Background: an optimization exercise with open tools, aiming at small area, a short achievable clock period and few clock cycles. Do not read the settings as production practice.
Function was checked by simulation only, so behaviour that the tests miss may differ from the original.
The clock input has no modelled driver; a real chip could not lean on it and would need a root buffer or a full tree.
Power figures rest on the tool's default switching activity, not on a simulated workload.

Setup of before:
## brm_matcher
module brm_matcher #(
    parameter M_MAX    = 32,
    parameter K_MAX    = 7,
    parameter BUF_BITS = 1024
) (
    input  wire        clk,
    input  wire        rst,           
    input  wire        cmd_valid,
    output wire        cmd_ready,
    input  wire        cmd_op,        
    input  wire [31:0] cmd_pat,       
    input  wire [6:0]  cmd_m,         
    input  wire [4:0]  cmd_k,         
    input  wire        cmd_so,        
    input  wire        cmd_ins,       
    input  wire        cmd_c,         
    output reg         res_valid,
    output wire [3:0]  res_err,       
    output wire [6:0]  res_level,     
    output wire [6:0]  res_min,       
    output reg         res_any        
);
==> flow/config.mk <==
export PLATFORM = sky130hd
export DESIGN_NAME = brm_matcher
export DESIGN_NICKNAME = brm_matcher
export VERILOG_FILES = /design/flow/design.v
export SDC_FILE = /design/flow/constraint.sdc
export NUM_CORES = 4
export LEC_CHECK = 0
export CAP_MARGIN = 20
export CORE_MARGIN = 2
export CORE_UTILIZATION = 30
export CTS_CLUSTER_DIAMETER = 150
export CTS_CLUSTER_SIZE = 20
export SLEW_MARGIN = 20
==> flow/constraint.sdc <==
create_clock -name core_clock -period 12.0 [get_ports {clk}]
set_input_delay 2.4000 -clock core_clock [delete_from_list [all_inputs] [get_ports {clk}]]
set_output_delay 2.4000 -clock core_clock [all_outputs]
set_load 0.01 [all_outputs]
standard.sh (not shown) runs the stock make flow with config.mk's settings and CLKGATE_MAP_FILE= SYNTH_SCRIPT=/design/flow/synth_recipe.tcl, a recipe that flattens the netlist after the stock synthesis.
==> flow/flow/run.sh <==
#!/bin/bash
set -euo pipefail
bash standard.sh SETUP_SLACK_MARGIN=8.5 finish > standard_make.log 2>&1
No stage failed in before, and the final checks on the layout all came back clean.
Testbench counts of before, summed over its fixed seeds: cycles 16,822.
For after, these inputs were changed with respect to before:
==> flow/flow/run.sh <==
#!/bin/bash
# The standard ORFS layout (standard.sh) with these changes:
#  - synthesis maps the logic with flow/abc_map.script in place of ORFS's
#    abc_speed.script; the rest of synthesis, and so its registers, are
#    unchanged;
#  - every port still gets a buffer, but inputs get buf_1 and outputs buf_4
#    (in place of the clkdlybuf4s50_1 that buffer_ports picks by default);
#  - clock tree synthesis runs without dummy loads, and flow/cts_collapse.tcl
#    then removes the tree's root buffer (the clock port drives the two
#    first-level buffers);
set -euo pipefail
rm -rf scripts_abc
cp -r "$FLOW_HOME/scripts" scripts_abc
cp flow/abc_map.script scripts_abc/abc_speed.script
sed -i 's|^log_cmd clock_tree_synthesis {\*}\$cts_args$|&\nsource '"$PWD"'/flow/cts_collapse.tcl|' scripts_abc/cts.tcl
grep -q cts_collapse.tcl scripts_abc/cts.tcl
sed -i 's|^    buffer_ports {\*}\[env_var_or_empty BUFFER_PORTS_ARGS\]$|    buffer_ports -inputs -buffer_cell sky130_fd_sc_hd__buf_1\n    buffer_ports -outputs -buffer_cell sky130_fd_sc_hd__buf_4|' scripts_abc/global_place.tcl
grep -q "buffer_ports -outputs" scripts_abc/global_place.tcl
bash standard.sh SCRIPTS_DIR="$PWD/scripts_abc" SETUP_SLACK_MARGIN=8.8 \
  CTS_ARGS="-sink_clustering_enable -repair_clock_nets -sink_clustering_size 20 -sink_clustering_max_diameter 150 -dont_use_dummy_load" \
  finish > standard_make.log 2>&1
==> flow/flow/abc_map.script (new file) <==
&get -n
&st
&dc2
&synch2
&nf -p
&put
==> flow/flow/cts_collapse.tcl (new file) <==
# Sourced by cts.tcl right after clock_tree_synthesis. Removes the clock
# tree's root buffer, so that the clock port drives the tree's first-level
# buffers (two of them) directly and every register's clock arrives through
# two buffers. The tree stays balanced; the port feeds two cell pins.
proc collapse_clock_root {} {
  set block [ord::get_db_block]
  set n 0
  foreach inst [$block getInsts] {
    if {[$inst getName] ne "clkbuf_0_clk"} { continue }
    set in_net [[$inst findITerm A] getNet]
    set out_net [[$inst findITerm X] getNet]
    set loads 0
    foreach it [$out_net getITerms] {
      if {[$it getInst] == $inst} { continue }
      incr loads
    }
    if {$loads > 4} { puts "collapse_clock_root: root drives $loads pins, kept"; return }
    foreach it [$out_net getITerms] {
      if {[$it getInst] == $inst} { continue }
      $it disconnect
      $it connect $in_net
    }
    odb::dbInst_destroy $inst
    odb::dbNet_destroy $out_net
    incr n
  }
  puts "collapse_clock_root: removed $n buffers"
}
collapse_clock_root
-- flow/config.mk --
<<< before, line 9
export CORE_MARGIN = 2
export CORE_UTILIZATION = 30
export CTS_CLUSTER_DIAMETER = 150
>>> after, line 9
export CORE_MARGIN = 2
export CORE_UTILIZATION = 65
export CTS_CLUSTER_DIAMETER = 150
Findings:
Summary — critical path depth, after relative to before: higher, by 2.
Diff before and after: relative area change from synthesis to final layout lower in before
Taking before as the reference, in after initial antenna violation count increased by 2 relative to the old numbers, fraction of power consumed by the clock network decreased by 2.6 points relative to the old numbers, number of multi-input logic gates decreased by 133 relative to the old numbers, largest vdd supply drop increased by about 70% relative to the old numbers.
Compared with before, after has extra setup slack.
Final period utilization sits lower in after than in before.
When after is measured against before, its portion of the post-synthesis area used by sequential elements turns out 4.0 points higher.
From before to after the numbers moved as follows: cell count after synthesis lost about 14%; maximum frequency picked up an extra about 10%.

========
## nickel
The RTL this note starts from:
==> flow/design.v <==
module brm_matcher #(
    parameter M_MAX    = 32,
    parameter K_MAX    = 7,
    parameter BUF_BITS = 1024
) (
    input  wire        clk,
    input  wire        rst,           
    input  wire        cmd_valid,
    output wire        cmd_ready,
    input  wire        cmd_op,        
    input  wire [31:0] cmd_pat,       
    input  wire [6:0]  cmd_m,         
    input  wire [4:0]  cmd_k,         
    input  wire        cmd_so,        
    input  wire        cmd_ins,       
    input  wire        cmd_c,         
    output reg         res_valid,
    output wire [3:0]  res_err,       
    output wire [6:0]  res_level,     
    output wire [6:0]  res_min,       
    output reg         res_any        
);
    assign cmd_ready = 1'b1;
    reg        a_v, a_op;
    reg [31:0] a_pat;                 
    reg [5:0]  a_m;
    reg [2:0]  a_k;
    reg        a_ins;
    reg        a_badlen, a_badk;
    always @(posedge clk) begin
        a_v      <= cmd_valid & ~rst;
        a_op     <= cmd_op;
        a_pat    <= {cmd_pat[31:1], cmd_op ? cmd_c : cmd_pat[0]};
        a_m      <= cmd_m[5:0];
        a_k      <= cmd_k[2:0];
        a_ins    <= cmd_ins;
        a_badlen <= (cmd_m == 7'd0) || (cmd_m > 7'd32);
        a_badk   <= ({2'b00, cmd_k} >= cmd_m) || (cmd_k > 5'd7);
    end
    reg [31:0] pat;                   
    reg [3:0]  col [0:31];            
    reg [5:0]  am;
    reg [2:0]  ak;
    reg        ains;
    reg        mv;
    reg [10:0] pos;
    wire a_c     = a_pat[0];
    wire b_e1    = a_op ? ~mv : a_badlen;        
    wire b_e2    = a_op ? pos[10] : a_badk;      
    wire init_ok = a_v & ~a_op & ~a_badlen & ~a_badk;
    wire step_ok = a_v & a_op & mv & ~pos[10];
    wire [31:0] bc = a_c ? pat : ~pat;
    reg [31:0] row [0:7];
    integer i, j;
    always @(*) begin
        for (j = 0; j < 32; j = j + 1)
            for (i = 0; i < 8; i = i + 1)
                row[i][j] = (col[j] <= i);
    end
    reg [31:0] nrow [0:7];
    always @(*) begin
        nrow[0] = {row[0][30:0], 1'b1} & bc;
        for (i = 1; i < 8; i = i + 1)
            nrow[i] = ({row[i][30:0], 1'b1} & bc) | row[i-1]
                    | ({32{ains}} & {row[i-1][30:0] | nrow[i-1][30:0], 1'b1});
    end
    reg [3:0] ncol [0:31];
    reg [7:0] tc;
    always @(*) begin
        for (j = 0; j < 32; j = j + 1) begin
            for (i = 0; i < 8; i = i + 1)
                tc[i] = nrow[i][j];
            ncol[j] = {~tc[7], ~tc[3] & tc[7], (~tc[1] & tc[3]) | (~tc[5] & tc[7]),
                       (~tc[0] & tc[1]) | (~tc[2] & tc[3]) | (~tc[4] & tc[5]) | (~tc[6] & tc[7])};
        end
    end
    integer r;
    always @(posedge clk) begin
        if (init_ok) begin
            pat  <= a_pat;
            am   <= a_m;
            ak   <= a_k;
            ains <= a_ins;
            pos  <= 11'd0;
            for (r = 0; r < 32; r = r + 1)
                col[r] <= (r < 7) ? r + 1 : 8;       
        end else if (step_ok) begin
            pos <= pos + 11'd1;
            for (r = 0; r < 32; r = r + 1)
                col[r] <= ncol[r];
        end
        if (rst)
            mv <= 1'b0;
        else if (init_ok)
            mv <= 1'b1;
    end
    reg c_v, c_op, c_e1, c_e2;
    always @(posedge clk) begin
        c_v  <= a_v & ~rst;
        c_op <= a_op;
        c_e1 <= b_e1;
        c_e2 <= b_e2;
    end
    reg  [3:0] colr [0:31];
    integer q;
    always @(*) begin
        for (q = 0; q < 32; q = q + 1)
            colr[q] = col[(q + 31) % 32];
    end
    wire [3:0] ltop  = colr[am[4:0]];
    wire       match = ltop <= {1'b0, ak};
    reg       d_v, d_op, d_e1, d_e2;
    reg       d_match;
    reg [5:0] d_lvl;
    always @(posedge clk) begin
        d_v     <= c_v & ~rst;
        d_op    <= c_op;
        d_e1    <= c_e1;
        d_e2    <= c_e2;
        d_match <= match;
        d_lvl   <= match ? {3'b000, ltop[2:0]} : am;
    end
    wire d_err  = d_e1 | d_e2;
    wire d_init = d_v & ~d_op & ~d_err;
    wire d_step = d_v &  d_op & ~d_err;
    reg [5:0] lastlvl, minlvl;
    reg       e_hi, e_mid, e_lo;      
    always @(posedge clk) begin
        if (rst) begin
            res_valid <= 1'b0;
            lastlvl   <= 6'd0;
            minlvl    <= 6'd0;
            res_any   <= 1'b0;
        end else begin
            res_valid <= d_v;
            if (d_init) begin
                lastlvl <= d_lvl;
                minlvl  <= d_lvl;
                res_any <= 1'b0;
            end else if (d_step) begin
                lastlvl <= d_lvl;
                if (d_match && {3'b000, d_lvl[2:0]} < minlvl) minlvl <= d_lvl;
                if (d_match) res_any <= 1'b1;
            end
        end
        e_hi  <= d_op & d_err;
        e_mid <= ~d_op & d_err;
        e_lo  <= ~d_e1 & d_e2;
    end
    assign res_err   = {e_hi, e_mid, e_mid, e_lo};
    assign res_level = {1'b0, lastlvl};
    assign res_min   = {1'b0, minlvl};
endmodule
==> flow/config.mk <==
export PLATFORM = sky130hd
export DESIGN_NAME = brm_matcher
export DESIGN_NICKNAME = brm_matcher
export VERILOG_FILES = /design/flow/design.v
export SDC_FILE = /design/flow/constraint.sdc
export NUM_CORES = 4
export LEC_CHECK = 0
export CAP_MARGIN = 20
export CORE_MARGIN = 2
export CORE_UTILIZATION = 45
export CTS_CLUSTER_DIAMETER = 150
export CTS_CLUSTER_SIZE = 20
export SLEW_MARGIN = 20
==> flow/constraint.sdc <==
create_clock -name core_clock -period 12.0 [get_ports {clk}]
set_input_delay 2.4000 -clock core_clock [delete_from_list [all_inputs] [get_ports {clk}]]
set_output_delay 2.4000 -clock core_clock [all_outputs]
set_load 0.01 [all_outputs]
==> flow/flow/run.sh <==
#!/bin/bash
# The standard ORFS layout (standard.sh) with these changes:
#  - synthesis maps the logic with flow/abc_map.script in place of ORFS's
#    abc_speed.script; the rest of synthesis, and so its registers, are
#    unchanged;
#  - every port still gets a buffer, but inputs get buf_1 and outputs buf_4
#    (in place of the clkdlybuf4s50_1 that buffer_ports picks by default);
#  - clock tree synthesis runs without dummy loads, and flow/cts_collapse.tcl
#    then removes the tree's root buffer (the clock port drives the two
#    first-level buffers);
set -euo pipefail
rm -rf scripts_abc
cp -r "$FLOW_HOME/scripts" scripts_abc
cp flow/abc_map.script scripts_abc/abc_speed.script
sed -i 's|^log_cmd clock_tree_synthesis {\*}\$cts_args$|&\nsource '"$PWD"'/flow/cts_collapse.tcl|' scripts_abc/cts.tcl
grep -q cts_collapse.tcl scripts_abc/cts.tcl
sed -i 's|^    buffer_ports {\*}\[env_var_or_empty BUFFER_PORTS_ARGS\]$|    buffer_ports -inputs -buffer_cell sky130_fd_sc_hd__buf_1\n    buffer_ports -outputs -buffer_cell sky130_fd_sc_hd__buf_4|' scripts_abc/global_place.tcl
grep -q "buffer_ports -outputs" scripts_abc/global_place.tcl
bash standard.sh SCRIPTS_DIR="$PWD/scripts_abc" SETUP_SLACK_MARGIN=8.8 \
  CTS_ARGS="-sink_clustering_enable -repair_clock_nets -sink_clustering_size 20 -sink_clustering_max_diameter 150 -dont_use_dummy_load" \
  finish > standard_make.log 2>&1
==> flow/flow/abc_map.script <==
&get -n
&st
&dc2
&synch2
&nf -p
&put
==> flow/flow/cts_collapse.tcl <==
# Sourced by cts.tcl right after clock_tree_synthesis. Removes the clock
# tree's root buffer, so that the clock port drives the tree's first-level
# buffers (two of them) directly and every register's clock arrives through
# two buffers. The tree stays balanced; the port feeds two cell pins.
proc collapse_clock_root {} {
  set block [ord::get_db_block]
  set n 0
  foreach inst [$block getInsts] {
    if {[$inst getName] ne "clkbuf_0_clk"} { continue }
    set in_net [[$inst findITerm A] getNet]
    set out_net [[$inst findITerm X] getNet]
    set loads 0
    foreach it [$out_net getITerms] {
      if {[$it getInst] == $inst} { continue }
      incr loads
    }
    if {$loads > 4} { puts "collapse_clock_root: root drives $loads pins, kept"; return }
    foreach it [$out_net getITerms] {
      if {[$it getInst] == $inst} { continue }
      $it disconnect
      $it connect $in_net
    }
    odb::dbInst_destroy $inst
    odb::dbNet_destroy $out_net
    incr n
  }
  puts "collapse_clock_root: removed $n buffers"
}
collapse_clock_root
Testbench counts of nickel, summed over its fixed seeds: cycles 16,822.
[inputs] juniper vs nickel
- CORE_UTILIZATION changed from 45 to 30
==> flow/flow/run.sh <==
#!/bin/bash
set -euo pipefail
rm -rf scripts_abc
cp -r "$FLOW_HOME/scripts" scripts_abc
cp flow/abc_map.script scripts_abc/abc_speed.script
bash standard.sh SCRIPTS_DIR="$PWD/scripts_abc" SETUP_SLACK_MARGIN=8.5 finish > standard_make.log 2>&1
removed: flow/flow/cts_collapse.tcl
==> comparison <==
- In the flow results for nickel and juniper, the detailed-placement wirelength estimate is smaller on nickel.
- Changes observed in juniper relative to nickel: global-route usage went down, relative area of non-clock buffer cells in the final design +0.68 points, sequential share of layout area shows a reduction of 0.18 points, cell area went up by 0.49%, multi-input gate share of total cell area fell 2.4 points.
- Summary of juniper over nickel: worst slack at placement now sits lower, area taken by flip-flops and latches now sits at about the same level, total wirelength of the detailed-routed design now sits higher, number of buffers added for setup after CTS now sits lower, growth of design area from synthesis to finish now sits higher.
Inputs modified between juniper and zinc:
- swapping 30 for 55 in CORE_UTILIZATION
==> flow/flow/run.sh <==
#!/bin/bash
set -euo pipefail
rm -rf scripts_abc
cp -r "$FLOW_HOME/scripts" scripts_abc
cp flow/abc_map.script scripts_abc/abc_speed.script
bash standard.sh SCRIPTS_DIR="$PWD/scripts_abc" SETUP_SLACK_MARGIN=8.6 finish > standard_make.log 2>&1
### Flow results
Diff juniper and zinc: die area lower in zinc. Cmp juniper and zinc / clock power / lower: zinc. Diff juniper -> zinc: fraction of power spent switching nets decreased 0.57 points; total power after layout decreased 0.81%; wire length of the first global-routing pass lost about 4%; final routed wirelength across all metal layers went down by about 5.5%. zinc — worst setup slack 0.084 ns higher, juniper as reference. On met1 global-route usage, the higher figure sits with zinc, not juniper. Changes observed in zinc relative to juniper: slew at the pin closest to its max-slew limit saw an increase, final standard cell area without fillers lower.
[inputs] indigo vs zinc
- CORE_UTILIZATION changed from 55 to 30
==> flow/flow/run.sh <==
#!/bin/bash
set -euo pipefail
rm -rf scripts_abc
cp -r "$FLOW_HOME/scripts" scripts_abc
cp flow/abc_map.script scripts_abc/abc_speed.script
bash standard.sh SCRIPTS_DIR="$PWD/scripts_abc" SETUP_SLACK_MARGIN=8.5 finish > standard_make.log 2>&1
==> flow/flow/abc_map.script <==
&get -n
&st
&synch2
&nf -p
&put
[summary]
Wire length on met2 for indigo: 1200 µm up relative to zinc
The headroom to the max-slew limit in indigo was higher than what zinc gave.
Compared with zinc, indigo shows a combinational power that is 4.8% higher.
indigo: proportion of cell area occupied by multi-input gates lower than zinc
Input changes introduced in ember (baseline for comparison: indigo):
- CORE_UTILIZATION now 55, was 30
==> flow/flow/run.sh <==
#!/bin/bash
# The standard ORFS layout (standard.sh) with these changes:
#  - synthesis maps the logic with flow/abc_map.script in place of ORFS's
#    abc_speed.script; the rest of synthesis, and so its registers, are
#    unchanged;
#  - every port still gets a buffer, but inputs get buf_1 and outputs buf_4
#    (in place of the clkdlybuf4s50_1 that buffer_ports picks by default);
#  - clock tree synthesis runs without dummy loads, and flow/cts_collapse.tcl
#    then removes the tree's root buffer (the clock port drives the two
#    first-level buffers);
set -euo pipefail
rm -rf scripts_abc
cp -r "$FLOW_HOME/scripts" scripts_abc
cp flow/abc_map.script scripts_abc/abc_speed.script
sed -i 's|^log_cmd clock_tree_synthesis {\*}\$cts_args$|&\nsource '"$PWD"'/flow/cts_collapse.tcl|' scripts_abc/cts.tcl
grep -q cts_collapse.tcl scripts_abc/cts.tcl
sed -i 's|^    buffer_ports {\*}\[env_var_or_empty BUFFER_PORTS_ARGS\]$|    buffer_ports -inputs -buffer_cell sky130_fd_sc_hd__buf_1\n    buffer_ports -outputs -buffer_cell sky130_fd_sc_hd__buf_4|' scripts_abc/global_place.tcl
grep -q "buffer_ports -outputs" scripts_abc/global_place.tcl
bash standard.sh SCRIPTS_DIR="$PWD/scripts_abc" SETUP_SLACK_MARGIN=8.8 \
  CTS_ARGS="-sink_clustering_enable -repair_clock_nets -sink_clustering_size 20 -sink_clustering_max_diameter 150 -dont_use_dummy_load" \
  finish > standard_make.log 2>&1
==> flow/flow/abc_map.script <==
&get -n
&st
&dc2
&synch2
&nf -p
&put
==> flow/flow/cts_collapse.tcl (new file) <==
# Sourced by cts.tcl right after clock_tree_synthesis. Removes the clock
# tree's root buffer, so that the clock port drives the tree's first-level
# buffers (two of them) directly and every register's clock arrives through
# two buffers. The tree stays balanced; the port feeds two cell pins.
proc collapse_clock_root {} {
  set block [ord::get_db_block]
  set n 0
  foreach inst [$block getInsts] {
    if {[$inst getName] ne "clkbuf_0_clk"} { continue }
    set in_net [[$inst findITerm A] getNet]
    set out_net [[$inst findITerm X] getNet]
    set loads 0
    foreach it [$out_net getITerms] {
      if {[$it getInst] == $inst} { continue }
      incr loads
    }
    if {$loads > 4} { puts "collapse_clock_root: root drives $loads pins, kept"; return }
    foreach it [$out_net getITerms] {
      if {[$it getInst] == $inst} { continue }
      $it disconnect
      $it connect $in_net
    }
    odb::dbInst_destroy $inst
    odb::dbNet_destroy $out_net
    incr n
  }
  puts "collapse_clock_root: removed $n buffers"
}
collapse_clock_root
ember went all the way through the flow, and no timing, DRC or antenna check failed. Total power of the final layout came out lower on ember than on indigo. Actual slew at the worst max-slew pin in ember vs indigo: down 0.0046 ns. Relative to indigo, worst max-slew margin expressed relative to the limit increased by 0.30 points in ember. The final reports for ember and indigo show floorplan die area lower in the former.
> inputs changed (ember -> raven)
diff --git a/flow/flow/run.sh b/flow/flow/run.sh
--- a/flow/flow/run.sh
+++ b/flow/flow/run.sh
@@ -19 +19 @@
-bash standard.sh SCRIPTS_DIR="$PWD/scripts_abc" SETUP_SLACK_MARGIN=8.8 \
+bash standard.sh SCRIPTS_DIR="$PWD/scripts_abc" SETUP_SLACK_MARGIN=8.7 \
[summary]
raven closes out successfully: all stages finished, all timing, DRC and antenna checks passed.
Summary of the comparison: setup slack is lower in raven, relative to ember.
Taking ember as the reference point, the area of combinational cells with multiple inputs of raven falls by 0.60%.
Sort raven and ember by wire length of the first global-routing pass, descending, and raven comes first.
raven consumes less power than ember does.
In raven the non-clock buffer count turned out 8.7% lower than in ember.
Count of placed standard cells in the final layout, fillers left out for raven: 10 down relative to ember
Per the comparison of raven with ember, maximum number of pins on one net before global-route repair rose 28; share of the final layout cell area in sequential cells rose 0.37 points; area after synthesis about even.
NOTE: total routed wirelength in raven exceeds that of ember
ember vs raven, termination of the worst setup path: d_lvl[1] vs d_lvl[2]
Final non-filler cell area was lower in the run labelled raven.

## re-timing with driven ports
The results above use ideal ports. As a check the final layouts listed here were re-extracted and re-timed, cells and wires unchanged.
Step 1 sets driving cells, clkbuf_16 on the clock port and buf_2 on the other inputs (assumed; they add their load-dependent delay and slew).
Step 2 times the ports against the registers' clock, not the clock port: input delays grow and output delays shrink by t, the midpoint of the rising clock arrivals with the driver on.
a / b / c = ideal / step 1 / step 2; a / b = the first two.
run	shift t [ns]	setup WS [ns]	worst setup path at the end
before	0.607	8.405 / 8.405 / 8.055	input to register
after	0.442	8.744 / 8.712 / 8.321	input to register
nickel	0.445	8.774 / 8.698 / 8.396	input to register
juniper	0.577	8.537 / 8.479 / 8.077	input to register
zinc	0.575	8.621 / 8.565 / 8.140	input to register
indigo	0.570	8.527 / 8.479 / 8.084	input to register
ember	0.438	8.781 / 8.717 / 8.379	input to register
raven	0.440	8.723 / 8.670 / 8.350	input to register
After both steps every run listed still meets setup and hold. The setup slack of zinc, which loses most, moves by -0.056 ns with the drivers and by -0.481 ns with both steps.
